This is an optimization exercise on Yosys and OpenROAD, whose aim is small area, not a production implementation.
Function was checked by simulation only, so behaviour that the tests miss may differ from the original.
Power and IR drop assume default switching activity.

[config.mk]
export PLATFORM = sky130hd
export DESIGN_NAME = trinket_core
export DESIGN_NICKNAME = trinket_core
export VERILOG_FILES = /design/flow/design.v
export SDC_FILE = /design/flow/constraint.sdc
export NUM_CORES = 4
export LEC_CHECK = 0
export CAP_MARGIN = 20
export CORE_MARGIN = 2
export CORE_UTILIZATION = 75
export PLACE_DENSITY = 0.84
export SLEW_MARGIN = 20
[constraint.sdc]
create_clock -name core_clock -period 10.0 [get_ports {clk}]
set_input_delay 2.0000 -clock core_clock [delete_from_list [all_inputs] [get_ports {clk}]]
set_output_delay 2.0000 -clock core_clock [all_outputs]
set_load 0.01 [all_outputs]
[design.v]
module trinket_core (
    input  wire        clk,
    input  wire        rst,           
    input  wire        cmd_valid,
    input  wire [2:0]  cmd_op,
    input  wire [15:0] cmd_arg,
    output wire        cmd_ready,
    output wire [15:0] imem_addr,
    input  wire [15:0] imem_rdata,
    output wire [15:0] dmem_addr,
    output wire        dmem_we,
    output wire [15:0] dmem_wdata,
    input  wire [15:0] dmem_rdata,
    input  wire [2:0]  dbg_sel,
    output wire [15:0] dbg_data,
    output wire [15:0] pc_out,
    output wire        bp_hit
);
    localparam CMD_STEP   = 3'd0;
    localparam CMD_RUN    = 3'd1;
    localparam CMD_SETPC  = 3'd2;
    localparam CMD_ADDBP  = 3'd3;
    localparam CMD_DELBP  = 3'd4;
    localparam CMD_CLRREG = 3'd5;
    localparam OP_ADD  = 3'd0;
    localparam OP_ADDI = 3'd1;
    localparam OP_NAND = 3'd2;
    localparam OP_LUI  = 3'd3;
    localparam OP_SW   = 3'd4;
    localparam OP_LW   = 3'd5;
    localparam OP_BEQ  = 3'd6;
    localparam OP_JALR = 3'd7;
    localparam S_IDLE = 4'd0;    
    localparam S_CLR  = 4'd1;    
    localparam S_LDT  = 4'd2;    
    localparam S_ADD1 = 4'd3;    
    localparam S_ADD2 = 4'd4;    
    localparam S_DEL  = 4'd5;    
    localparam S_DEC  = 4'd6;    
    localparam S_EX1  = 4'd7;    
    localparam S_JAL2 = 4'd8;    
    localparam S_MEM  = 4'd9;    
    localparam S_LWWR = 4'd10;   
    localparam S_PC   = 4'd11;   
    localparam S_PL   = 4'd12;   
    localparam S_BPC  = 4'd13;   
    reg  [5:0]   ph;
    reg  [3:0]   st;
    reg          arm;        
    reg          c;          
    reg          f;          
    reg          g;          
    reg          tk;         
    reg          rb;         
    reg          hit;
    reg  [3:0]   bpv;
    reg  [111:0] xs;         
    reg  [63:0]  bp;         
    reg  [15:0]  pc;
    reg  [15:0]  A;
    reg  [15:0]  T;
    wire [3:0] p    = ph[3:0];
    wire       p0   = (p == 4'd0);
    wire       p15  = (p == 4'd15);
    wire       ph63 = (ph == 6'd63);
    wire [1:0] slot = ph[5:4];
    wire       idle = (st == S_IDLE);
    wire [15:0] instr  = imem_rdata;
    wire [2:0]  opcode = instr[15:13];
    wire [2:0]  ra     = instr[12:10];
    wire [2:0]  rb_    = instr[9:7];
    wire [2:0]  rc     = instr[2:0];
    wire [15:0] xr [0:7];
    genvar gi;
    generate
        assign xr[0] = 16'd0;
        for (gi = 1; gi < 8; gi = gi + 1) begin : g_xr
            assign xr[gi] = xs[16*gi-1 -: 16];
        end
    endgenerate
    wire [2:0]  sel1 = idle ? dbg_sel : (opcode[2] ? ra : rc);
    wire [15:0] m    = xr[sel1];
    wire [31:0] mm   = {m, m} << p;
    wire        x1s  = m[0];
    wire [15:0] mb   = xr[rb_];
    wire        x2s  = mb[0];
    wire        is_lui = (opcode == OP_LUI);
    wire [15:0] immv   = is_lui ? {instr[9:0], 6'd0} : {9'd0, instr[6:0]};
    wire        imm_s  = immv[p];
    wire        pc_s   = pc[p];
    wire        rd_s   = dmem_rdata[p];
    reg  oa, ob, cin0;
    reg  xwe, xclr, wbit;
    reg  aen, ain;
    reg  tin;
    reg  bpin;
    reg  d;               
    wire ci = p0 ? cin0 : c;
    wire s  = oa ^ ob ^ ci;
    wire co = (oa & ob) | (ci & (oa ^ ob));
    wire match = ~(f | d);           
    wire bpv_j = bpv[slot];
    wire add_wr = ~g & ~bpv_j;       
    always @(*) begin
        oa = 1'b0; ob = 1'b0; cin0 = 1'b0;
        xwe = 1'b0; xclr = 1'b0; wbit = 1'b0;
        aen = 1'b0; ain = A[0];
        tin = T[0];
        bpin = bp[0];
        d = 1'b0;
        case (st)
            S_CLR: if (arm) begin
                xclr = 1'b1;
                aen  = 1'b1;
                ain  = 1'b0;
            end
            S_LDT: if (arm) begin
                aen = 1'b1;
                tin = A[0];
            end
            S_ADD1, S_DEL: if (arm) begin
                aen = 1'b1;
                d   = A[0] ^ bp[0];
            end
            S_ADD2: begin
                aen = 1'b1;
                if (add_wr) bpin = A[0];
            end
            S_DEC: begin
                oa = T[0]; ob = 1'b1;
                tin = s;
            end
            S_EX1: case (opcode)
                OP_ADD:  begin oa = x2s; ob = x1s; xwe = 1'b1; wbit = s; end
                OP_ADDI: begin oa = x2s; ob = imm_s; xwe = 1'b1; wbit = s; end
                OP_NAND: begin xwe = 1'b1; wbit = ~(x2s & x1s); end
                OP_LUI:  begin xwe = 1'b1; wbit = imm_s; end
                OP_SW, OP_LW: begin oa = x2s; ob = imm_s; aen = 1'b1; ain = s; end
                OP_BEQ:  d = x1s ^ x2s;
                OP_JALR: begin oa = pc_s; cin0 = 1'b1; xwe = 1'b1; wbit = s; end
            endcase
            S_JAL2: begin aen = 1'b1; ain = x2s; end
            S_LWWR: begin xwe = 1'b1; wbit = rd_s; end
            S_PC: begin
                oa = pc_s; ob = g & imm_s; cin0 = 1'b1;
                aen = 1'b1; ain = s;
            end
            S_BPC: d = pc_s ^ bp[0];
            default: ;
        endcase
    end
    wire a_sh   = ~idle & aen;
    wire a_hold = ~idle & ~aen;
    integer r;
    always @(posedge clk) begin
        for (r = 1; r < 8; r = r + 1)
            xs[16*r-1 -: 16] <= {(xclr ? 1'b0 : (xwe && ra == r) ? wbit : xs[16*r-16]),
                                 xs[16*r-1 -: 15]};
        bp <= {bpin, bp[63:1]};
        T  <= {tin, T[15:1]};
        c  <= co;
        f  <= p15 ? 1'b0 : (f | d);
        A <= ({16{idle}} & cmd_arg) | ({16{a_sh}} & {ain, A[15:1]}) | ({16{a_hold}} & A);
        if (st == S_PL) pc <= A;
        if (rst) begin
            ph  <= 6'd0;
            st  <= S_CLR;
            arm <= 1'b0;
            tk  <= 1'b0;
            hit <= 1'b0;
            bpv <= 4'd0;
        end else begin
            ph  <= ph + 6'd1;
            if (idle)
                arm <= 1'b0;
            else if (p15 && (ph63 || !(st == S_ADD1 || st == S_DEL)))
                arm <= 1'b1;
            case (st)
                S_IDLE: if (cmd_valid) begin
                    tk <= (cmd_op == CMD_STEP) || (cmd_op == CMD_RUN);
                    rb <= (cmd_op == CMD_RUN);
                    g  <= 1'b0;
                    case (cmd_op)
                        CMD_STEP, CMD_RUN: begin hit <= 1'b0; st <= S_LDT; end
                        CMD_SETPC:  st <= S_PL;
                        CMD_ADDBP:  st <= S_ADD1;
                        CMD_DELBP:  st <= S_DEL;
                        CMD_CLRREG: st <= S_CLR;
                        default: ;
                    endcase
                end
                S_CLR:  if (arm && p15) st <= S_PL;
                S_LDT:  if (arm && p15) st <= S_DEC;
                S_ADD1: begin
                    if (arm && p15 && bpv_j && match) g <= 1'b1;
                    if (arm && ph63) st <= S_ADD2;
                end
                S_ADD2: begin
                    if (p15 && add_wr) begin
                        bpv[slot] <= 1'b1;
                        g <= 1'b1;
                    end
                    if (ph63) st <= S_IDLE;
                end
                S_DEL: begin
                    if (arm && p15 && match) bpv[slot] <= 1'b0;
                    if (arm && ph63) st <= S_IDLE;
                end
                S_DEC:  if (p15) st <= co ? S_EX1 : S_IDLE;
                S_EX1:  if (p15) begin
                    g <= (opcode == OP_BEQ) ? match : (opcode == OP_LW);
                    case (opcode)
                        OP_JALR:      st <= S_JAL2;
                        OP_SW, OP_LW: st <= S_MEM;
                        default:      st <= S_PC;
                    endcase
                end
                S_JAL2: if (p15) st <= S_PL;
                S_MEM:  if (p15) st <= g ? S_LWWR : S_PC;
                S_LWWR: if (p15) begin g <= 1'b0; st <= S_PC; end
                S_PC:   if (p15) st <= S_PL;
                S_PL: begin
                    if (!tk)                  st <= S_IDLE;
                    else if (!rb && p15)      st <= S_DEC;
                    else if (rb && ph63)      st <= S_BPC;
                end
                S_BPC: begin
                    if (p15 && bpv_j && match) hit <= 1'b1;
                    if (ph63) st <= (hit || (bpv_j && match)) ? S_IDLE : S_DEC;
                end
                default: st <= S_IDLE;
            endcase
        end
    end
    assign cmd_ready  = idle;
    assign imem_addr  = pc;
    assign pc_out     = pc;
    assign dmem_addr  = A;
    assign dmem_we    = (st == S_MEM) && p0 && !g && (A[15:13] != 3'b000);
    assign dbg_data   = mm[31:16];
    assign dmem_wdata = mm[31:16];
    assign bp_hit     = hit;
endmodule
[flow/run.sh]
#!/bin/bash
# Own layout flow:
#  1. the standard synthesis (standard.sh synth), unchanged;
#  2. its combinational logic re-mapped for area with a deeper ABC script (four
#     search seeds in parallel, the smallest result kept); every
#     flip-flop instance of step 1 is kept as it is (same cells, same names);
#  3. the standard ORFS flow from floorplan to finish on that netlist, with
#     buf_1 port buffers and a clock tree of clkbuf_4 cells.
# Each tool writes its full output to a log file in this folder.
set -euo pipefail
HERE=$(pwd)
LIB=$FLOW_HOME/platforms/$FLOW_PLATFORM/lib/sky130_fd_sc_hd__tt_025C_1v80.lib
RES=$HERE/orfs/results/$FLOW_PLATFORM/trinket_core/base
YOSYS=$FLOW_HOME/../tools/install/yosys/bin/yosys
[[ -x $YOSYS ]] || YOSYS=yosys

bash standard.sh synth > log_1_standard_synth.log 2>&1
cp "$RES/1_2_yosys.v" "$HERE/standard_synth.v"

python3 flow/gen_models.py "$LIB" "$HERE/cell_models.v" > log_2_gen_models.log 2>&1
DU=$(sed -n '/^export DONT_USE_CELLS/,/^#/p' "$FLOW_HOME/platforms/$FLOW_PLATFORM/config.mk" \
     | grep -o 'sky130_fd_sc_hd__[a-z0-9_]*' | sed 's/^/-dont_use /' | tr '\n' ' ')
# Re-map with four seeds of the ABC search in parallel; keep the smallest result.
for S in 0 1 2 3; do
  sed "s/&deepsyn -T 120/\&deepsyn -T 120 -S $S/" flow/deep.abc > deep_s$S.abc
  cat > remap_s$S.ys <<EOT
read_liberty -lib $LIB
read_verilog -overwrite $HERE/cell_models.v
read_verilog $HERE/standard_synth.v
hierarchy -top $FLOW_TOP
flatten
simplemap
opt -purge
opt_clean -purge
abc -liberty $LIB $DU -script $HERE/deep_s$S.abc
splitnets
opt_clean -purge
hilomap -singleton -hicell sky130_fd_sc_hd__conb_1 HI -locell sky130_fd_sc_hd__conb_1 LO
insbuf -buf sky130_fd_sc_hd__buf_4 A X
check
tee -o $HERE/remap_s$S.stat stat -liberty $LIB
write_verilog -noattr -nohex -nodec $HERE/remapped_s$S.v
EOT
  $YOSYS -s remap_s$S.ys > log_3_remap_yosys_s$S.log 2>&1 &
done
wait
BEST=$(for S in 0 1 2 3; do
  if [[ -s remapped_s$S.v && -s remap_s$S.stat ]]; then
    a=$(grep -o "Chip area for module .* [0-9.]*" remap_s$S.stat | grep -o "[0-9.]*$" || true)
    [[ -n "$a" ]] && echo "$a $S"
  fi
done | sort -n | head -1 | cut -d' ' -f2)
echo "best seed $BEST" > log_3_remap_choice.log
for S in 0 1 2 3; do grep "Chip area" remap_s$S.stat >> log_3_remap_choice.log || true; done
cp "$HERE/remapped_s$BEST.v" "$HERE/remapped.v"
cp "$HERE/remapped.v" "$RES/1_2_yosys.v"
rm -f "$RES/1_synth.odb"

bash standard.sh \
  "BUFFER_PORTS_ARGS=-buffer_cell sky130_fd_sc_hd__buf_1" \
  "CTS_ARGS=-sink_clustering_enable -repair_clock_nets -buf_list sky130_fd_sc_hd__clkbuf_4 -sink_clustering_size 10 -sink_clustering_max_diameter 30 -dont_use_dummy_load" \
  finish > log_4_finish.log 2>&1
[flow/deep.abc]
strash
&get -n
&deepsyn -T 120
&put
&get -n
&dch -f
&nf -R 1000 -p -F 10 -C 32
&put
topo
[flow/gen_models.py]
#!/usr/bin/env python3
"""Write Verilog models of the combinational cells of a liberty file.
usage: gen_models.py LIB OUT.v"""
import re, sys
lib = open(sys.argv[1]).read()
out = []
for m in re.finditer(r'\n    cell \("([^"]+)"\) \{', lib):
    name = m.group(1)
    start = m.end()
    nxt = lib.find('\n    cell ("', start)
    body = lib[start:nxt if nxt > 0 else len(lib)]
    if re.search(r'\n        (ff|latch|statetable) ?\(', body) or 'three_state' in body:
        continue
    pins = []
    for pm in re.finditer(r'\n        pin \("([^"]+)"\) \{', body):
        pstart = pm.end()
        pn = re.search(r'\n        pin \("', body[pstart:])
        pbody = body[pstart:pstart + pn.start()] if pn else body[pstart:]
        d = re.search(r'\n            direction : "?(\w+)"?;', pbody)
        f = re.search(r'\n            function : "([^"]*)";', pbody)
        pins.append((pm.group(1), d.group(1) if d else None, f.group(1) if f else None))
    outs = [p for p in pins if p[1] == 'output']
    ins = [p for p in pins if p[1] == 'input']
    if not outs or any(p[2] is None or p[2] == '' for p in outs):
        continue
    ports = [p[0] for p in ins] + [p[0] for p in outs]
    s = f"module {name} ({', '.join(ports)});\n"
    for p in ins:
        s += f"  input {p[0]};\n"
    for p in outs:
        s += f"  output {p[0]};\n"
        s += f"  assign {p[0]} = {p[2].replace('!', '~')};\n"
    s += "endmodule\n"
    out.append(s)
open(sys.argv[2], 'w').write(''.join(out))
print(len(out), 'models')
[standard.sh]
#!/bin/bash
# synth_recipe.tcl (not shown) runs the flow's synth.tcl, then flattens the netlist and writes it again
# the make line also repeats each setting of config.mk as NAME=value (left out here)
make -C /OpenROAD-flow-scripts/flow DESIGN_CONFIG=/design/flow/config.mk WORK_HOME=/design/flow/orfs CLKGATE_MAP_FILE= SYNTH_SCRIPT=/design/flow/synth_recipe.tcl "${@:-finish}"
==> results of run 1 <==
## flip-flops by register name (all words and copies together) (netlist names), named ones only
register,flops
xs,112
bp,64
A,16
T,16
pc,16
ph,6
st,4
arm,1
c,1
f,1
g,1
hit,1
rb,1
tk,1
## cell type report
| class | count | area [µm²] | share of cell area [%] |
|---|---|---|---|
| multi-input cells | 478 | 2840 | 31.6 |
| repair buffers | 146 | 574 | 6.38 |
| clock buffers | 36 | 270 | 3.00 |
| flip-flops and latches | 245 | 5080 | 56.5 |
| inverters | 14 | 52.6 | 0.584 |
| well taps | 140 | 175 | 1.95 |
## worst register-to-register path: cells and delay by family, from the launching register on
family,cells,cell delay [ns]
XOR/XNOR,2,0.49
AO/OA/AOI/OAI,6,1.83
buffers and inverters,1,0.54
flip-flops,1,0.95
AND/OR/NAND/NOR,2,1.05
## worst paths after layout
| kind | start | end | slack (ns) | depth (start not counted) |
|---|---|---|---|---|
| max | imem_rdata[15] | dmem_wdata[13] | 2.41 | 13 |
| min | bp[39]$_DFF_P_ | bp[38]$_DFF_P_ | 0.28 | 0 |
| max reg2reg | ph[1]$_SDFF_PP0_ | xs[79]$_SDFF_PP0_ | 5.09 | 11 |
| min reg2reg | bp[39]$_DFF_P_ | bp[38]$_DFF_P_ | 0.28 | 0 |
## per-layer routing
layer	part of all wire (%)	track usage, %	vias up
li1	-	-	3134
met1	39	45.1	3197
met2	47	54.6	474
met3	11	9.11	61
met4	2.8	15.3	0
met5	0	0	-
## through the flow
stage | setup WS [ns] | hold slack [ns] | utilization (%) | power, mW
detailed placement | 2.25 | 0.312 | 79.7 | 1.23
floorplan | 2.72 | 0.310 | - | 1.20
CTS | 2.23 | 0.284 | 82.2 | 1.67
finish | 2.41 | 0.280 | 82.3 | 1.67
global placement | 2.43 | 0.310 | 79.7 | 1.22
global route | 2.03 | 0.284 | 82.3 | 1.74
## power groups by stage
stage	clock (mW)	sequential (mW)	combinational [mW]
CTS	0.463	1.06	0.152
floorplan	0	1.07	0.130
global placement	0	1.08	0.146
finish	0.459	1.06	0.156
global route	0.502	1.06	0.172
detailed placement	0	1.08	0.152
==> impl_metrics.env, run 1 <==
export IMPL_status="complete, no violations"
export IMPL_numPortBuffers=139
export IMPL_drt_iter0_drc=1012
export IMPL_cts_setup_buffers=0
export IMPL_final_layout_size_suffix_gt1_share_pct=5.66
export IMPL_path_class="in -> out"
export IMPL_fin_crit_sh_pct=75.9
export IMPL_antenna_found_initial=0
export IMPL_die_x_um=110
export IMPL_tightestPinTransition_ns=0.975
export IMPL_dr_pass1_iters=9
export IMPL_synthCells=801
export IMPL_crit_chain="buf_1, nor3_1, nor3_1, nand2b_1, nor2_2, a222oi_1, and3_1, mux2i_1, a222oi_1, mux2i_1, nor2_1, a21oi_1, buf_1"
export IMPL_final_antenna_net_count=0
export IMPL_rsz0062_at_grt="false"
export IMPL_worstPathArrival_ns=5.59
export IMPL_avgSynthCellArea_um2=10.5
export IMPL_crit_path_top_delay_cell="nor2_2"
export IMPL_stdcell_count=1059
export IMPL_period_needed_ns=7.59
export IMPL_setup_viol=0
export IMPL_initial_core_util_pct=77.2
export IMPL_synth_area_um2=8450
export IMPL_pwr_share_clk_pct=27.4
export IMPL_hpwl_mm=14.9
export IMPL_cp_data_required_time_ns=8.00
export IMPL_diodes=0
export IMPL_core_region_area_um2=10900
export IMPL_grt_max_degree=44
export IMPL_grt_pass1_wl_mm=32.0
export IMPL_layout_common_cells="dfxtp_1, buf_1, nor2_1, nand2_1, a21oi_1"
export IMPL_skew_ns=0.104
export IMPL_clk_latency_ns=0.62
export IMPL_placed_area_um2=8710
export IMPL_die_h_um=110
export IMPL_num_vias=6866
export IMPL_combPwrFrac_pct=9.3
export IMPL_cts_resized_gates=0
export IMPL_tns_ns=0
export IMPL_path_buf_inv=2
export IMPL_slew_headroom_pct=34.7
export IMPL_yosys_warnings=1
export IMPL_finalNetCount=978
export IMPL_place_inst=1023
export IMPL_die_area_um2=12100
export IMPL_cts_made_buffers=36
export IMPL_vdd_ir_drop_max_mv=0.162
export IMPL_final_max_slew_viol_count=0
export IMPL_clock_sinks=245
export IMPL_start_kind="input pin"
export IMPL_remaining_drc_errors=0
export IMPL_seqPwrFrac_pct=63.3
export IMPL_hold_viol=0
export IMPL_design_area_um2=9000
export IMPL_root_buffer="clkbuf_4"
export IMPL_maxCapViolations=0
export IMPL_viasPerCell=6.48
export IMPL_n_fill_cell=667
export IMPL_syn_nets=858
export IMPL_cts_clk_slew_worst_paths_ns=0.09
export IMPL_cts_buffer_depth=3
export IMPL_row_count=38
export IMPL_grt_usage_pct=34.6
export IMPL_grt_overflow=0
export IMPL_switching_power_mw=0.429
export IMPL_cts_tree="done"
export IMPL_ios=140
export IMPL_p_sw_share_pct=25.7
export IMPL_final_common_cell="dfxtp_1"
export IMPL_min_path_type="reg -> reg"
export IMPL_wire_per_inst_um=19.8
export IMPL_htreeDepth=2
export IMPL_fmaxAchievable_ghz=0.132
export IMPL_power_density_nw_per_um2=186
export IMPL_routed_wl_mm=21.0
export IMPL_ctsHoldBuffers=0
export IMPL_gp_congestion=0.991
export IMPL_grt_pass1_vias=6421
export IMPL_internal_power_mw=1.24
export IMPL_slowest_delay_ns=0.62
export IMPL_cp_end_kind="primary output"
export IMPL_area_delta_synth_final_pct=6.56
export IMPL_leakage_nw=3.22
export IMPL_critPathMaxFanout=15
export IMPL_crit_family="simple AND/OR/NAND/NOR gates"
==> inputs of run 2 (changes only) <==
--- a/config.mk
+++ b/config.mk
@@ -9,4 +9,4 @@
 export CORE_MARGIN = 2
-export CORE_UTILIZATION = 75
-export PLACE_DENSITY = 0.84
+export CORE_UTILIZATION = 60
+export PLACE_DENSITY = 0.75
 export SLEW_MARGIN = 20
==> run 2 against run 1 <==
Effect of this change:
- combinational power is 3% lower
- worst hold slack worse by 0.018 ns
- largest power group unchanged
- critical endpoint unchanged
- global-route usage is 7.7 points lower
==> impl_metrics.env, run 2 <==
export IMPL_antenna_found_initial=0
export IMPL_placed_area_um2=8770
export IMPL_cp_data_required_time_ns=8.00
export IMPL_drt_iter0_drc=706
export IMPL_start_kind="input pin"
export IMPL_grt_usage_pct=26.9
export IMPL_remaining_drc_errors=0
export IMPL_min_delay_worst_endpoint="T[5]$_DFF_P_"
export IMPL_diodes=0
export IMPL_htreeDepth=2
export IMPL_yosys_warnings=1
export IMPL_cts_resized_gates=0
export IMPL_r2r_start="st[1]$_SDFFE_PP0P_"
export IMPL_avgSynthCellArea_um2=10.5
export IMPL_power_mw=1.71
export IMPL_viasPerCell=6.03
export IMPL_dr_pass1_iters=6
export IMPL_grt_overflow=0
export IMPL_cp_end_kind="primary output"
export IMPL_routed_wl_mm=20.6
export IMPL_leakage_nw=3.25
export IMPL_initial_core_util_pct=61.1
export IMPL_grt_pass1_vias=6249
export IMPL_ctsHoldBuffers=0
export IMPL_hold_path_cell_count=0
export IMPL_min_path_type="reg -> reg"
export IMPL_fin_crit_sh_pct=78.4
export IMPL_skew_ns=0.0747
export IMPL_slew_headroom_pct=25.6
export IMPL_slowest_delay_ns=0.86
export IMPL_gp_congestion=0.910
export IMPL_synth_area_um2=8450
export IMPL_rrSetupSlack_ns=5.01
export IMPL_cts_buffer_depth=3
export IMPL_vdd_ir_drop_max_mv=0.111
export IMPL_clock_sinks=245
export IMPL_min_delay_start="T[6]$_DFF_P_"
export IMPL_cts_clk_slew_worst_paths_ns=0.10
export IMPL_die_h_um=123
export IMPL_wire_per_inst_um=18.6
export IMPL_status="complete, no violations"
export IMPL_die_area_um2=15000
export IMPL_critPathMaxFanout=15
export IMPL_crit_path_top_delay_cell="nor2_1"
export IMPL_period_needed_ns=7.84
export IMPL_clk_latency_ns=0.63
export IMPL_core_region_area_um2=13800
export IMPL_whs_ns=0.262
export IMPL_grt_max_degree=44
export IMPL_final_core_util_pct=65.7
export IMPL_design_area_um2=9080
export IMPL_die_x_um=123
export IMPL_r2r_end="xs[47]$_SDFF_PP0_"
export IMPL_power_density_nw_per_um2=188
export IMPL_cts_tree="done"
export IMPL_layout_common_cells="dfxtp_1, buf_1, nor2_1, nand2_1, a21oi_1"
export IMPL_grt_pass1_wl_mm=31.6
export IMPL_finalNetCount=984
export IMPL_cts_made_buffers=41
export IMPL_cts_setup_buffers=0
export IMPL_crit_chain="buf_1, nor3_1, nor3_1, nand2b_1, nor2_1, a222oi_1, and3_1, mux2i_1, a222oi_1, mux2i_1, nor2_1, a21oi_1, buf_1"
export IMPL_path_class="in -> out"
export IMPL_setup_viol=0
export IMPL_synthCells=801
export IMPL_numPortBuffers=139
export IMPL_crit_family="simple AND/OR/NAND/NOR gates"
export IMPL_regMostFlops="xs"
export IMPL_rsz0062_at_grt="false"
export IMPL_hpwl_mm=14.5
export IMPL_area_delta_synth_final_pct=7.51
export IMPL_final_common_cell="dfxtp_1"
export IMPL_worstSetupStartpoint="imem_rdata[15]"
export IMPL_largestRegisters="xs x112, bp x64"
export IMPL_final_max_slew_viol_count=0
export IMPL_worst_r2r_path_depth=18
export IMPL_ios=140
export IMPL_root_buffer="clkbuf_4"
export IMPL_row_count=43
export IMPL_hold_viol=0
export IMPL_largest_register_ffs=112
export IMPL_final_antenna_net_count=0
export IMPL_num_vias=6658
export IMPL_final_layout_size_suffix_gt1_share_pct=5.62
export IMPL_tightestPinTransition_ns=1.11
export IMPL_maxCapViolations=0
export IMPL_syn_nets=858
export IMPL_fmaxAchievable_ghz=0.128
export IMPL_worstPathArrival_ns=5.84
export IMPL_tns_ns=0
export IMPL_path_buf_inv=2
[run 2: cell types whose count changed in the layout (fill, tap and decap cells not counted), sizes merged]
cell,change
clkbuf,+5
buf,+1
[run 2: worst max path at each step]
stage / to / slack [ns] / cells after the start
after floorplan: dmem_wdata[15] / 2.72 / 14
after global placement: dbg_data[10] / 2.56 / 14
after detailed placement: dbg_data[0] / 2.27 / 14
after CTS: dbg_data[0] / 2.27 / 14
after global routing: dbg_data[0] / 1.86 / 14
final: dmem_wdata[13] / 2.16 / 13
[run 2: per-stage QoR]
| stage | worst slack, ns | cells |
|---|---|---|
| after global placement | 2.56 | 1064 |
| after CTS | 2.27 | 1105 |
| after detailed placement | 2.27 | 1064 |
| final | 2.16 | 1105 |
| after floorplan | 2.72 | 801 |
| after global routing | 1.86 | 1105 |
[run 2: layout make-up]
cell class	count	area, µm²
fill	1144	4750
sequential	245	5080
tap	180	225
clock buffer	41	308
multi-input combinational	478	2830
inverter	14	52.6
timing repair buffer	147	582
[run 2: where the power goes]
part           switching [mW]  internal, mW  total, mW
clock network           0.308         0.188      0.495
registers              0.0369          1.02       1.06
logic                  0.0970        0.0546      0.152
total                   0.441          1.27       1.71
[run 2: routing by layer]
metal  share of wire [%]  GRT usage (%)  vias to the layer above
li1                    -              -                     3137
met1                  44           37.2                     3132
met2                  45           40.2                      325
met3                 8.3           6.69                       64
met4                 3.3           11.8                        0
met5                   0              0                        -
[run 2: worst reg2reg max path, delay by kind of cell (launching register included)]
family / cells / cell delay (ns)
AOI/OAI and AO/OA: 6 / 1.52
xor gates and xnor gates: 1 / 0.22
buffers and inverters: 4 / 0.96
DFF: 1 / 0.63
and+or+nand+nor: 7 / 1.46
==> inputs of run 3 (changes only) <==
--- a/config.mk
+++ b/config.mk
@@ -9,4 +9,4 @@
 export CORE_MARGIN = 2
-export CORE_UTILIZATION = 60
-export PLACE_DENSITY = 0.75
+export CORE_UTILIZATION = 70
+export PLACE_DENSITY = 0.8
 export SLEW_MARGIN = 20
==> run 3 against run 2 <==
Effect of this change:
- still clean
- cell count decreased by 3.6%
- global-route usage increased by 4.9 points
- synthesized area unchanged
- worst hold slack improved by 0.040 ns
- utilization increased by 9.9 points
- synthesized cell count unchanged
- count of clock-buffer cells in the layout decreased by 5
- via count increased by 1.3%
- largest power group unchanged
==> impl_metrics.env, run 3 <==
export IMPL_status="complete, no violations"
export IMPL_combPwrFrac_pct=9.1
export IMPL_dr_pass1_iters=8
export IMPL_largestRegisters="xs x112, bp x64"
export IMPL_seq_area_um2=5080
export IMPL_synthCells=801
export IMPL_cp_end_kind="primary output"
export IMPL_crit_chain="buf_1, nor3_1, nor3_1, nand2b_1, nor2_2, a222oi_1, and3_1, o21ai_0, a222oi_1, mux2i_1, nor2_1, a21oi_1, buf_1"
export IMPL_rsz0062_at_grt="false"
export IMPL_final_max_slew_viol_count=0
export IMPL_cts_tree="done"
export IMPL_grt_overflow=0
export IMPL_slew_headroom_pct=35.9
export IMPL_gp_congestion=0.956
export IMPL_n_fill_cell=880
export IMPL_ctsHoldBuffers=0
export IMPL_setup_viol=0
export IMPL_fmaxAchievable_ghz=0.132
export IMPL_min_path_type="reg -> reg"
export IMPL_wire_per_inst_um=19.6
export IMPL_avgSynthCellArea_um2=10.5
export IMPL_viasPerCell=6.33
export IMPL_path_buf_inv=2
export IMPL_p_sw_share_pct=25.7
export IMPL_maxCapViolations=0
export IMPL_worstPathArrival_ns=5.55
export IMPL_root_buffer="clkbuf_4"
export IMPL_cts_buffer_depth=3
export IMPL_path_class="in -> out"
export IMPL_power_mw=1.67
export IMPL_routed_wl_mm=20.9
export IMPL_drt_iter0_drc=743
export IMPL_remaining_drc_errors=0
export IMPL_hpwl_mm=14.7
export IMPL_internal_power_mw=1.24
export IMPL_multi_input_area_um2=2840
export IMPL_final_antenna_net_count=0
export IMPL_crit_family="simple AND/OR/NAND/NOR gates"
export IMPL_grt_max_degree=40
export IMPL_diodes=0
export IMPL_skew_ns=0.0861
export IMPL_yosys_warnings=1
export IMPL_die_area_um2=13000
export IMPL_die_h_um=114
export IMPL_start_kind="input pin"
export IMPL_cp_data_required_time_ns=8.00
export IMPL_antenna_found_initial=0
export IMPL_final_layout_size_suffix_gt1_share_pct=5.56
export IMPL_finalNetCount=977
export IMPL_vdd_ir_drop_max_mv=0.137
export IMPL_numPortBuffers=139
export IMPL_critPathMaxFanout=15
export IMPL_clock_sinks=245
export IMPL_regMostFlops="xs"
export IMPL_largest_register_ffs=112
export IMPL_die_x_um=114
export IMPL_final_common_cell="dfxtp_1"
export IMPL_num_vias=6743
export IMPL_initial_core_util_pct=70.9
export IMPL_fin_crit_sh_pct=75.5
export IMPL_cts_setup_buffers=0
export IMPL_htreeDepth=2
export IMPL_area_delta_synth_final_pct=6.58
export IMPL_grt_usage_pct=31.9
export IMPL_syn_nets=858
export IMPL_switching_power_mw=0.429
export IMPL_layout_common_cells="dfxtp_1, buf_1, nor2_1, nand2_1, a21oi_1"
export IMPL_leakage_nw=3.22
export IMPL_cts_made_buffers=36
export IMPL_whs_ns=0.302
export IMPL_ios=140
export IMPL_grt_pass1_wl_mm=32.8
export IMPL_pwr_share_clk_pct=27.5
export IMPL_cts_resized_gates=0
export IMPL_grt_pass1_vias=6317
export IMPL_period_needed_ns=7.55
export IMPL_tns_ns=0
export IMPL_hold_viol=0
export IMPL_cts_clk_slew_worst_paths_ns=0.09
export IMPL_tightestPinTransition_ns=0.960
export IMPL_synth_area_um2=8450
export IMPL_core_region_area_um2=11900
export IMPL_slowest_delay_ns=0.68
export IMPL_power_density_nw_per_um2=186
export IMPL_row_count=40
export IMPL_seqPwrFrac_pct=63.3
export IMPL_crit_path_top_delay_cell="nor2_2"
export IMPL_clk_latency_ns=0.60
run 3: worst register-to-register path: stages, from the launching register on:
cell	delay (ns)
dfxtp_1	0.96
clkinv_1	0.53
nor2_1	0.81
a222oi_1	0.24
a22oi_1	0.22
nand3_1	0.17
o21ai_0	0.35
xor2_1	0.31
xnor2_1	0.19
o21ai_0	0.12
a31oi_1	0.64
o21ai_0	0.20
run 3: final timing paths:
check / startpoint / end / slack [ns] / depth (start not counted)
setup / recovery: imem_rdata[15] / dbg_data[14] / 2.45 / 13
hold / removal: bp[40]$_DFF_P_ / bp[39]$_DFF_P_ / 0.30 / 0
setup reg to reg: ph[1]$_SDFF_PP0_ / xs[79]$_SDFF_PP0_ / 5.20 / 11
hold reg to reg: bp[40]$_DFF_P_ / bp[39]$_DFF_P_ / 0.30 / 0
run 3: area by class of cell:
type	count	area share, %
repair buffers	145	6.30
multi-input cells	478	31.6
flip-flops and latches	245	56.5
inverters	14	0.584
clock buffers	36	3.00
well taps	147	2.04
run 3: per-layer routing:
layer | share of wire [%] | global-route usage [%] | wire length [µm] | up-vias
met5 | 0 | 0 | 0 | -
met4 | 1.9 | 10.5 | 399 | 0
met3 | 8.9 | 5.95 | 1850 | 39
met2 | 47 | 50.5 | 9870 | 381
met1 | 42 | 44.6 | 8780 | 3187
li1 | - | - | - | 3136
run 3: stage by stage:
stage / cells / area [µm²] / worst slack, ns / util [%]
2_1_floorplan: 801 / 8450 / 2.72 / -
3_3_place_gp: 1029 / 8720 / 2.42 / 73.2
3_5_place_dp: 1029 / 8720 / 2.26 / 73.2
6_report: 1065 / 9000 / 2.45 / 75.6
5_1_grt: 1065 / 9000 / 2.07 / 75.6
4_1_cts: 1065 / 8990 / 2.17 / 75.4
run 3: power by group through the flow:
stage               clock (mW)  combinational (mW)  sequential (mW)
floorplan                    0               0.130             1.07
global placement             0               0.145             1.08
detailed placement           0               0.149             1.08
CTS                      0.466               0.150             1.06
global route             0.506               0.168             1.06
finish                   0.460               0.153             1.06
==> inputs of run 4 (changes only) <==
--- a/config.mk
+++ b/config.mk
@@ -7,3 +7,3 @@
 export LEC_CHECK = 0
-export CAP_MARGIN = 20
+export CAP_MARGIN = 0
 export CORE_MARGIN = 2
@@ -11,2 +11,2 @@
 export PLACE_DENSITY = 0.8
-export SLEW_MARGIN = 20
+export SLEW_MARGIN = 0
==> run 4 against run 3 <==
Effect of this change:
- still clean on timing, DRC and antenna
- first-iteration DRC count decreased by 3.0%
- synthesized area unchanged
- register-to-register slack got worse by 0.02 ns
- routed wire length about the same
- clock power about the same
- sequential share of layout area increased by 0.094 points
- largest power group unchanged
==> impl_metrics.env, run 4 <==
export IMPL_status="complete, no violations"
export IMPL_grt_pass1_wl_mm=32.8
export IMPL_cts_clk_slew_worst_paths_ns=0.09
export IMPL_pwr_share_clk_pct=27.6
export IMPL_drt_iter0_drc=721
export IMPL_use_met1_pct=44.6
export IMPL_final_common_cell="dfxtp_1"
export IMPL_skew_ns=0.0879
export IMPL_multi_input_area_um2=2830
export IMPL_row_count=40
export IMPL_final_layout_size_suffix_gt1_share_pct=4.90
export IMPL_place_inst=1029
export IMPL_ctsHoldBuffers=0
export IMPL_wire_per_inst_um=19.6
export IMPL_core_region_area_um2=11900
export IMPL_dr_pass1_iters=9
export IMPL_slew_headroom_pct=10.3
export IMPL_use_met2_pct=50.5
export IMPL_final_antenna_net_count=0
export IMPL_remaining_drc_errors=0
export IMPL_use_met3_pct=5.95
export IMPL_cts_setup_buffers=0
export IMPL_root_buffer="clkbuf_4"
export IMPL_synthCells=801
export IMPL_maxCapViolations=0
export IMPL_ios=140
export IMPL_area_delta_synth_final_pct=6.40
export IMPL_syn_nets=858
export IMPL_worstPathArrival_ns=5.95
export IMPL_grt_pass1_vias=6317
export IMPL_hold_viol=0
export IMPL_diodes=0
export IMPL_stdcell_count=1065
export IMPL_initial_core_util_pct=70.9
export IMPL_critPathMaxFanout=15
export IMPL_power_density_nw_per_um2=186
export IMPL_htreeDepth=2
export IMPL_cts_tree="done"
export IMPL_largestRegisters="xs x112, bp x64"
export IMPL_layout_common_cells="dfxtp_1, buf_1, nor2_1, nand2_1, a21oi_1"
export IMPL_rsz0062_at_grt="false"
export IMPL_yosys_warnings=1
export IMPL_seq_area_um2=5080
export IMPL_largest_register_ffs=112
export IMPL_period_needed_ns=7.95
export IMPL_finalNetCount=977
export IMPL_grt_max_degree=40
export IMPL_busiest_layer="met2"
export IMPL_tightestPinTransition_ns=1.34
export IMPL_hpwl_mm=14.7
export IMPL_setup_viol=0
export IMPL_combPwrFrac_pct=9.1
export IMPL_die_x_um=114
export IMPL_min_delay_start="bp[40]$_DFF_P_"
export IMPL_path_class="in -> out"
export IMPL_routed_wl_mm=20.9
export IMPL_die_area_um2=13000
export IMPL_grt_usage_pct=31.9
export IMPL_fmaxAchievable_ghz=0.126
export IMPL_internal_power_mw=1.24
export IMPL_worstSetupStartpoint="imem_rdata[15]"
export IMPL_num_vias=6717
export IMPL_tns_ns=0
export IMPL_fin_crit_sh_pct=79.5
export IMPL_cp_data_required_time_ns=8.00
export IMPL_regMostFlops="xs"
export IMPL_cp_end_kind="primary output"
export IMPL_antenna_found_initial=0
export IMPL_cts_resized_gates=0
export IMPL_synth_area_um2=8450
export IMPL_viasPerCell=6.31
export IMPL_numPortBuffers=139
export IMPL_grt_overflow=0
export IMPL_gp_congestion=0.956
export IMPL_avgSynthCellArea_um2=10.5
export IMPL_final_max_slew_viol_count=0
export IMPL_cts_buffer_depth=3
export IMPL_n_fill_cell=879
export IMPL_switching_power_mw=0.430
export IMPL_min_path_type="reg -> reg"
export IMPL_leakage_nw=3.22
export IMPL_seqPwrFrac_pct=63.3
export IMPL_die_h_um=114
export IMPL_start_kind="input pin"
export IMPL_r2r_start="ph[1]$_SDFF_PP0_"
export IMPL_clk_latency_ns=0.61
export IMPL_cts_made_buffers=36
export IMPL_p_sw_share_pct=25.7
export IMPL_vdd_ir_drop_max_mv=0.137
export IMPL_clock_sinks=245
==> run 4: worst paths after layout <==
path	endpoint	slack (ns)	depth (start not counted)
worst max register to register	xs[47]$_SDFF_PP0_	5.18	11
worst max-delay path	dmem_wdata[6]	2.05	13
worst min register to register	bp[39]$_DFF_P_	0.30	0
worst min-delay path	bp[39]$_DFF_P_	0.30	0
==> run 4: critical path: stages <==
cell and delay, ns:
buf_1 0.43, nor3_1 0.13, nor3_1 0.38, nand2b_1 0.20, nor2_1 0.97, a222oi_1 0.30, and3_1 0.29, o21ai_0 0.28
a222oi_1 0.16, mux2i_1 0.25, nor2_1 0.06, a21oi_1 0.28, buf_1 0.20
==> run 4: layout make-up <==
class | instances | area share, %
inverters | 14 | 0.585
flip-flops and latches | 245 | 56.6
repair buffers | 145 | 6.31
multi-input cells | 478 | 31.5
well taps | 147 | 2.05
clock buffers | 36 | 3.01
==> run 4: stage by stage <==
step / util (%) / power (mW) / setup slack, ns / instance area [µm²] / hold slack (ns)
6_report: 75.4 / 1.67 / 2.05 / 8990 / 0.302
5_1_grt: 75.4 / 1.74 / 1.71 / 8990 / 0.300
4_1_cts: 75.4 / 1.67 / 2.17 / 8990 / 0.297
3_5_place_dp: 73.2 / 1.23 / 2.26 / 8720 / 0.312
3_3_place_gp: 73.2 / 1.22 / 2.42 / 8720 / 0.310
2_1_floorplan: - / 1.20 / 2.72 / 8450 / 0.310
==> run 4: routing by layer <==
| layer | vias to the layer above | routed length, µm |
|---|---|---|
| met1 | 3181 | 8820 |
| li1 | 3134 | - |
| met2 | 358 | 9890 |
| met5 | - | 0 |
| met3 | 44 | 1720 |
| met4 | 0 | 462 |
==> run 4: power by group through the flow <==
stage / logic (mW) / clock network (mW) / registers, mW
detailed placement: 0.149 / 0 / 1.08
global route: 0.166 / 0.506 / 1.06
CTS: 0.150 / 0.466 / 1.06
finish: 0.152 / 0.462 / 1.06
global placement: 0.145 / 0 / 1.08
floorplan: 0.130 / 0 / 1.07
==> inputs of run 5 (changes only) <==
--- a/flow/run.sh
+++ b/flow/run.sh
@@ -60,3 +60,3 @@
   "BUFFER_PORTS_ARGS=-buffer_cell sky130_fd_sc_hd__buf_1" \
-  "CTS_ARGS=-sink_clustering_enable -repair_clock_nets -buf_list sky130_fd_sc_hd__clkbuf_4 -sink_clustering_size 10 -sink_clustering_max_diameter 30 -dont_use_dummy_load" \
+  "CTS_ARGS=-sink_clustering_enable -repair_clock_nets -buf_list sky130_fd_sc_hd__clkbuf_4 -sink_clustering_size 12 -sink_clustering_max_diameter 28 -dont_use_dummy_load" \
   finish > log_4_finish.log 2>&1
==> run 5 against run 4 <==
Effect of this change:
- global-route usage decreased by 0.13 points
- non-clock buffer count unchanged
- setup slack got worse by 0.0067 ns
- via count increased by 0.85%
- final area increased by 0.17%
- synthesized area unchanged
- sequential power about the same
- largest power group unchanged
- fmax about the same
==> impl_metrics.env, run 5 <==
export IMPL_synthCells=801
export IMPL_layout_common_cells="dfxtp_1, buf_1, nor2_1, nand2_1, a21oi_1"
export IMPL_status="complete, no violations"
export IMPL_path_class="in -> out"
export IMPL_grt_usage_pct=31.7
export IMPL_wl_met2_mm=9.69
export IMPL_cts_tree="done"
export IMPL_root_buffer="clkbuf_4"
export IMPL_slew_headroom_pct=14.8
export IMPL_skew_ns=0.0923
export IMPL_ios=140
export IMPL_viasPerCell=6.35
export IMPL_fmaxAchievable_ghz=0.126
export IMPL_wire_per_inst_um=19.5
export IMPL_clock_sinks=245
export IMPL_grt_pass1_vias=6274
export IMPL_min_path_type="reg -> reg"
export IMPL_antenna_found_initial=0
export IMPL_maxCapViolations=0
export IMPL_critPathMaxFanout=15
export IMPL_drt_iter0_drc=804
export IMPL_initial_core_util_pct=70.9
export IMPL_area_delta_synth_final_pct=6.58
export IMPL_cts_resized_gates=0
export IMPL_routedLengthMet1_mm=8.91
export IMPL_fin_crit_sh_pct=79.5
export IMPL_start_kind="input pin"
export IMPL_avgSynthCellArea_um2=10.5
export IMPL_die_x_um=114
export IMPL_dr_pass1_iters=7
export IMPL_tns_ns=0
export IMPL_grt_pass1_wl_mm=32.6
export IMPL_num_vias=6774
export IMPL_largestRegisters="xs x112, bp x64"
export IMPL_finalWorstSetupSlack_ns=2.05
export IMPL_met3_length_mm=1.76
export IMPL_tightestPinTransition_ns=1.27
export IMPL_syn_nets=858
export IMPL_vdd_ir_drop_max_mv=0.141
export IMPL_power_density_nw_per_um2=186
export IMPL_grt_max_degree=40
export IMPL_grt_overflow=0
export IMPL_topRoutingLayerUsed="met4"
export IMPL_row_count=40
export IMPL_clk_latency_ns=0.61
export IMPL_place_inst=1029
export IMPL_final_common_cell="dfxtp_1"
export IMPL_regMostFlops="xs"
export IMPL_htreeDepth=2
export IMPL_cts_buffer_depth=3
export IMPL_cp_end_kind="primary output"
export IMPL_worstPathArrival_ns=5.95
export IMPL_cts_made_buffers=38
export IMPL_core_region_area_um2=11900
export IMPL_period_needed_ns=7.95
export IMPL_final_layout_size_suffix_gt1_share_pct=5.11
export IMPL_die_h_um=114
export IMPL_numPortBuffers=139
export IMPL_rrSetupSlack_ns=5.19
export IMPL_gp_congestion=0.956
export IMPL_rsz0062_at_grt="false"
export IMPL_place_ws_ns=2.26
export IMPL_stdcell_count=1067
export IMPL_routed_wl_mm=20.8
export IMPL_synth_area_um2=8450
export IMPL_final_antenna_net_count=0
export IMPL_hold_viol=0
export IMPL_largest_register_ffs=112
export IMPL_die_area_um2=13000
export IMPL_leakage_nw=3.23
export IMPL_setup_viol=0
export IMPL_diodes=0
export IMPL_final_max_slew_viol_count=0
export IMPL_cts_clk_slew_worst_paths_ns=0.12
export IMPL_whs_ns=0.252
export IMPL_ctsHoldBuffers=0
export IMPL_finalNetCount=979
export IMPL_cp_data_required_time_ns=8.00
export IMPL_yosys_warnings=1
export IMPL_cts_setup_buffers=0
export IMPL_hpwl_mm=14.7
export IMPL_remaining_drc_errors=0
run 5: final timing paths:
path,depth (start not counted),end,start
max,13,dbg_data[14],imem_rdata[15]
min,0,bp[61]$_DFF_P_,bp[62]$_DFF_P_
max reg2reg,11,xs[47]$_SDFF_PP0_,ph[1]$_SDFF_PP0_
min reg2reg,0,bp[61]$_DFF_P_,bp[62]$_DFF_P_
run 5: routing by layer:
| layer | up-vias | global-route usage, % |
|---|---|---|
| met5 | - | 0 |
| met4 | 0 | 9.92 |
| met3 | 39 | 5.58 |
| met2 | 399 | 50.7 |
| met1 | 3197 | 44.6 |
| li1 | 3139 | - |
run 5: critical path, stage by stage:
cell      delay [ns]
buf_1           0.43
nor3_1          0.13
nor3_1          0.38
nand2b_1        0.20
nor2_1          0.99
a222oi_1        0.30
and3_1          0.29
o21ai_0         0.28
a222oi_1        0.16
mux2i_1         0.25
nor2_1          0.06
a21oi_1         0.28
buf_1           0.20
run 5: cell type report:
type	count	area (µm²)
Tap cell	147	184
Inverter	14	52.6
Multi-Input combinational cell	478	2830
Clock buffer	38	285
Sequential cell	245	5080
Timing Repair Buffer	145	567
Fill cell	873	2910
run 5: power by group:
| part | internal [mW] | switching, mW |
|---|---|---|
| clock | 0.175 | 0.292 |
| sequential | 1.02 | 0.0367 |
| combinational | 0.0540 | 0.0975 |
| total | 1.25 | 0.426 |
run 5: per-stage QoR:
stage | area (µm²) | utilization, % | total power, mW
CTS | 9000 | 75.6 | 1.69
global route | 9000 | 75.6 | 1.74
finish | 9000 | 75.6 | 1.68
global placement | 8720 | 73.2 | 1.22
floorplan | 8450 | - | 1.20
detailed placement | 8720 | 73.2 | 1.23

==> re-timing with driven ports <==
Ports are ideal in the flow. The routed layouts listed here were re-timed in OpenROAD. Step 1 sets driving cells, clkbuf_16 on the clock port and buf_2 on the other inputs (assumed; they add their load-dependent delay and slew). Step 2, shift: input delay + t, output delay - t, t = (earliest + latest rising clock arrival at the registers) / 2. This alone moves slack from input paths to output paths. a / b / c = ideal / step 1 / step 2; a / b = the first two.
| run | t (ns) | setup WS [ns] | worst hold slack (ns) | latest minus earliest clock arrival (ns) | worst register clock-pin slew, ns |
|---|---|---|---|---|---|
| run 1 | 0.606 | 2.411 / 2.378 / 2.378 | 0.280 / 0.280 / 0.280 | 0.105 / 0.104 | 0.11 / 0.11 |
| run 2 | 0.633 | 2.157 / 2.114 / 2.114 | 0.262 / 0.262 / 0.262 | 0.081 / 0.081 | 0.10 / 0.10 |
| run 3 | 0.597 | 2.446 / 2.417 / 2.417 | 0.302 / 0.302 / 0.302 | 0.087 / 0.087 | 0.10 / 0.10 |
| run 4 | 0.599 | 2.053 / 2.022 / 2.022 | 0.302 / 0.302 / 0.302 | 0.088 / 0.088 | 0.10 / 0.10 |
| run 5 | 0.605 | 2.047 / 2.015 / 2.015 | 0.252 / 0.252 / 0.252 | 0.098 / 0.098 | 0.12 / 0.12 |
After both steps setup and hold are still met in every run listed. The setup slack of run 2, which loses most, moves by -0.043 ns with the drivers and by -0.043 ns with both steps.
